This is an optimization exercise on Yosys and OpenROAD, whose aim is small area, a short achievable clock period and few clock cycles, not a production implementation.

the previous run:
// css_disckey
module css_disckey (
    input  wire        clk,
    input  wire        rst,         
    input  wire        start,
    output wire        ready,
    output wire [8:0]  slot_addr,
    input  wire [39:0] slot_data,
    output wire        done,
    output wire        found,
    output wire [39:0] disc_key
);
    localparam [31:0] KB0 = 32'h7BD57BD2;
    localparam [31:0] KB1 = 32'hD1F1DFF6;
    localparam [31:0] KB2 = 32'h1595220B;
    localparam [31:0] KB3 = 32'h2FF92F58;
    localparam [31:0] KB4 = 32'h14BFBFE1;
    localparam [31:0] KB5 = 32'hD84791B3;
    localparam [31:0] KB6 = 32'hC7243A82;
    localparam [31:0] KB7 = 32'h088EF578;
    localparam [31:0] KB8 = 32'h97134F2F;
    localparam [31:0] KB9 = 32'hF19D1BDF;
    localparam [31:0] KB10 = 32'h6541308B;
    localparam [31:0] KB11 = 32'h2C1BE881;
    localparam [31:0] KB12 = 32'hD0B151D0;
    localparam [31:0] KB13 = 32'h231A68F7;
    localparam [31:0] KB14 = 32'h512AAEA8;
    localparam [31:0] KB15 = 32'h2EEA2129;
    localparam [31:0] KB16 = 32'h6A5581C6;
    localparam [31:0] KB17 = 32'hEB31DD3E;
    localparam [31:0] KB18 = 32'h12F48663;
    localparam [31:0] KB19 = 32'hD28AEDCB;
    localparam [31:0] KB20 = 32'hC040D826;
    localparam [31:0] KB21 = 32'h31F2D59C;
    localparam [31:0] KB22 = 32'hD6FFDEF9;
    localparam [31:0] KB23 = 32'hFFBBF828;
    localparam [31:0] KB24 = 32'hFC754119;
    localparam [31:0] KB25 = 32'h0F1A6E6B;
    localparam [31:0] KB26 = 32'hA9003075;
    localparam [31:0] KB27 = 32'h159A9502;
    localparam [31:0] KB28 = 32'h7E9F7E3A;
    localparam [31:0] KB29 = 32'h78CD17FE;
    localparam [31:0] KB30 = 32'h5858EBFC;
    localparam [31:0] KB31 = 32'hE41E7019;
    localparam [31:0] KB32 = 32'hE9601300;
    localparam [31:0] KB33 = 32'h583AD4C4;
    localparam [31:0] KB34 = 32'h2A7E0D62;
  ...
==> flow/config.mk <==
export PLATFORM = sky130hd
export DESIGN_NAME = css_disckey
export DESIGN_NICKNAME = css_disckey
export VERILOG_FILES = /design/flow/design.v
export SDC_FILE = /design/flow/constraint.sdc
export NUM_CORES = 4
export LEC_CHECK = 0
export CAP_MARGIN = 20
export CORE_MARGIN = 2
export CORE_UTILIZATION = 40
export PLACE_DENSITY = 0.6
export SETUP_SLACK_MARGIN = 2.5
export SLEW_MARGIN = 20
==> flow/constraint.sdc <==
create_clock -name core_clock -period 6.0 [get_ports {clk}]
set_input_delay 1.2000 -clock core_clock [delete_from_list [all_inputs] [get_ports {clk}]]
set_output_delay 1.2000 -clock core_clock [all_outputs]
set_load 0.01 [all_outputs]
run.sh (not shown) runs the stock make flow with config.mk's settings and CLKGATE_MAP_FILE= SYNTH_SCRIPT=/design/flow/synth_recipe.tcl, a recipe that flattens the netlist after the stock synthesis.
The previous run completed; timing, DRC and antenna clean
Inputs modified between the previous run and the current run:
--- a/flow/design.v
+++ b/flow/design.v
@@ -72,72 +72,66 @@
     wire [39:0] kp_tab = {KB39[pidx_w], KB38[pidx_w], KB37[pidx_w], KB36[pidx_w], KB35[pidx_w], KB34[pidx_w], KB33[pidx_w], KB32[pidx_w], KB31[pidx_w], KB30[pidx_w], KB29[pidx_w], KB28[pidx_w], KB27[pidx_w], KB26[pidx_w], KB25[pidx_w], KB24[pidx_w], KB23[pidx_w], KB22[pidx_w], KB21[pidx_w], KB20[pidx_w], KB19[pidx_w], KB18[pidx_w], KB17[pidx_w], KB16[pidx_w], KB15[pidx_w], KB14[pidx_w], KB13[pidx_w], KB12[pidx_w], KB11[pidx_w], KB10[pidx_w], KB9[pidx_w], KB8[pidx_w], KB7[pidx_w], KB6[pidx_w], KB5[pidx_w], KB4[pidx_w], KB3[pidx_w], KB2[pidx_w], KB1[pidx_w], KB0[pidx_w]};
     reg         busy;
     reg  [8:0]  addr_r;       
     reg         pres_val;     
     reg         pres_bub;     
     reg  [4:0]  pidx;         
     reg         s0_ver, s0_val, s0_bub, s0_last;
     reg         v1, l1, v2, l2, v3, l3;
     reg         done_r, found_r;
     reg  [39:0] vc;           
     reg  [39:0] r1;           
     reg  [39:0] r2;           
-    reg  [39:0] r3d;          
+    reg  [39:0] r3k;          
     reg  [39:0] r3c;          
     assign pidx_w = pidx;
     wire [39:0] kp = s0_ver ? 40'd0 : kp_tab;
     wire [39:0] e = slot_data;
     wire [39:0] te;
     genvar g;
     generate
         for (g = 0; g < 5; g = g + 1) begin : g_t1e
             css_t1 u (.a(e[8*g +: 8]), .t1(te[8*g +: 8]));
         end
     endgenerate
     wire [39:0] d1;
     assign d1[39:8] = kp[39:8] ^ te[39:8] ^ e[31:0];
-    assign d1[7:0]  = kp[7:0] ^ te[7:0];
-    wire [39:0] vc_d = {d1[39:8], d1[7:0] ^ d1[39:32]};
-    wire [39:0] dd = {r1[39:8], r1[7:0] ^ r1[39:32]};
+    assign d1[7:0]  = kp[7:0] ^ te[7:0] ^ d1[39:32];
     wire [39:0] td;
     generate
         for (g = 0; g < 5; g = g + 1) begin : g_t1d
-            css_t1 u (.a(dd[8*g +: 8]), .t1(td[8*g +: 8]));
+            css_t1 u (.a(r1[8*g +: 8]), .t1(td[8*g +: 8]));
         end
     endgenerate
-    wire [39:0] cand = kp ^ td ^ {dd[31:0], 8'd0};
+    wire [39:0] cand = kp ^ td ^ {r1[31:0], 8'd0};
     wire [39:0] kc;
     css_ks u_ks (.ck(r2), .k(kc));
-    wire [39:0] dv_d;
-    assign dv_d[39:8] = kc[39:8] ^ vc[39:8];
-    assign dv_d[7:0]  = kc[7:0] ^ kc[39:32] ^ vc[7:0];
-    wire [39:0] dv = r3d;
-    wire [39:0] kv;
-    assign kv[39:8] = dv[39:8] ^ vc[39:8];
-    assign kv[7:0]  = dv[7:0] ^ dv[39:32] ^ vc[39:32] ^ vc[7:0];
+    wire [39:0] dv;
+    assign dv[39:8] = r3k[39:8] ^ vc[39:8];
+    assign dv[7:0]  = r3k[7:0] ^ r3k[39:32] ^ vc[7:0];
     wire [39:0] tv;
     generate
         for (g = 0; g < 5; g = g + 1) begin : g_t1v
             css_t1 u (.a(dv[8*g +: 8]), .t1(tv[8*g +: 8]));
         end
     endgenerate
-    wire [39:0] want = kv ^ {dv[31:0], 8'd0} ^ r3c;    
+    wire [39:0] want = r3k ^ {dv[31:0], 8'd0} ^ r3c;    
     wire        hit  = v3 && (tv == want);
     wire        fin  = !done_r && (hit || (v3 && l3));
     always @(posedge clk) begin
         r1  <= d1;
         r2  <= cand;
-        r3d <= dv_d;
+        r3k <= kc;
         if (!hit) r3c <= r2;
-        if (s0_ver) vc <= vc_d;
+        if (s0_ver) vc <= d1;
     end
     always @(posedge clk) begin
         if (rst) begin
             busy     <= 1'b0;
             addr_r   <= 9'd0;
             pres_val <= 1'b0;
             pres_bub <= 1'b0;
             pidx     <= 5'd0;
             s0_ver   <= 1'b0;
             s0_val   <= 1'b0;
             s0_bub   <= 1'b0;
             s0_last  <= 1'b0;
### Flow results
Cmp the current run vs the previous run: sequential share of layout area higher in the current run
In the current run, the non-clock buffer area fraction after layout came out 0.51 points below the value in the previous run.
~same met3 track utilization from global routing in the previous run and the current run
The current run ended with less count of instances resized after the clock tree is built than the previous run.
The run showing the greater combined area of all synthesized cells is the previous run.
The current run | status: complete | timing, DRC, antenna: pass
Of the current run and the previous run, it is the current run that has the lower number of clock buffers inserted by TritonCTS.
Number of ordinary inverters in the final layout was higher in the previous run than in the current run.
Design area on the current run is ahead of the previous run.
No functional check of the RTL was part of any run of this note.

==> static timing again, ports no longer ideal <==
Ports are ideal in the flow. The routed layouts listed here were re-timed in OpenROAD. Step 1 (the two cells are an assumption about what drives the block):
set clk [get_ports {clk}]
set_driving_cell -lib_cell sky130_fd_sc_hd__clkbuf_16 $clk
set_driving_cell -lib_cell sky130_fd_sc_hd__buf_2 [delete_from_list [all_inputs] $clk]
Step 2 also shifts input and output timing later by t, the mid clock arrival at the registers, as if the neighbouring blocks saw the same clock. Slacks: no drivers / after step 1 / after step 2; pairs: no drivers / after step 1.
run	t, ns	setup slack, ns	latest minus earliest clock arrival (ns)	worst register clock-pin slew, ns
the previous run	0.611	1.940 / 1.940 / 1.940	0.041 / 0.041	0.07 / 0.07
the current run	0.592	2.193 / 2.193 / 2.189	0.030 / 0.030	0.07 / 0.07
After both steps every run listed still meets setup and hold. For the current run, which loses most, drivers alone change the setup slack by 0.000 ns; drivers and shift together by -0.004 ns.
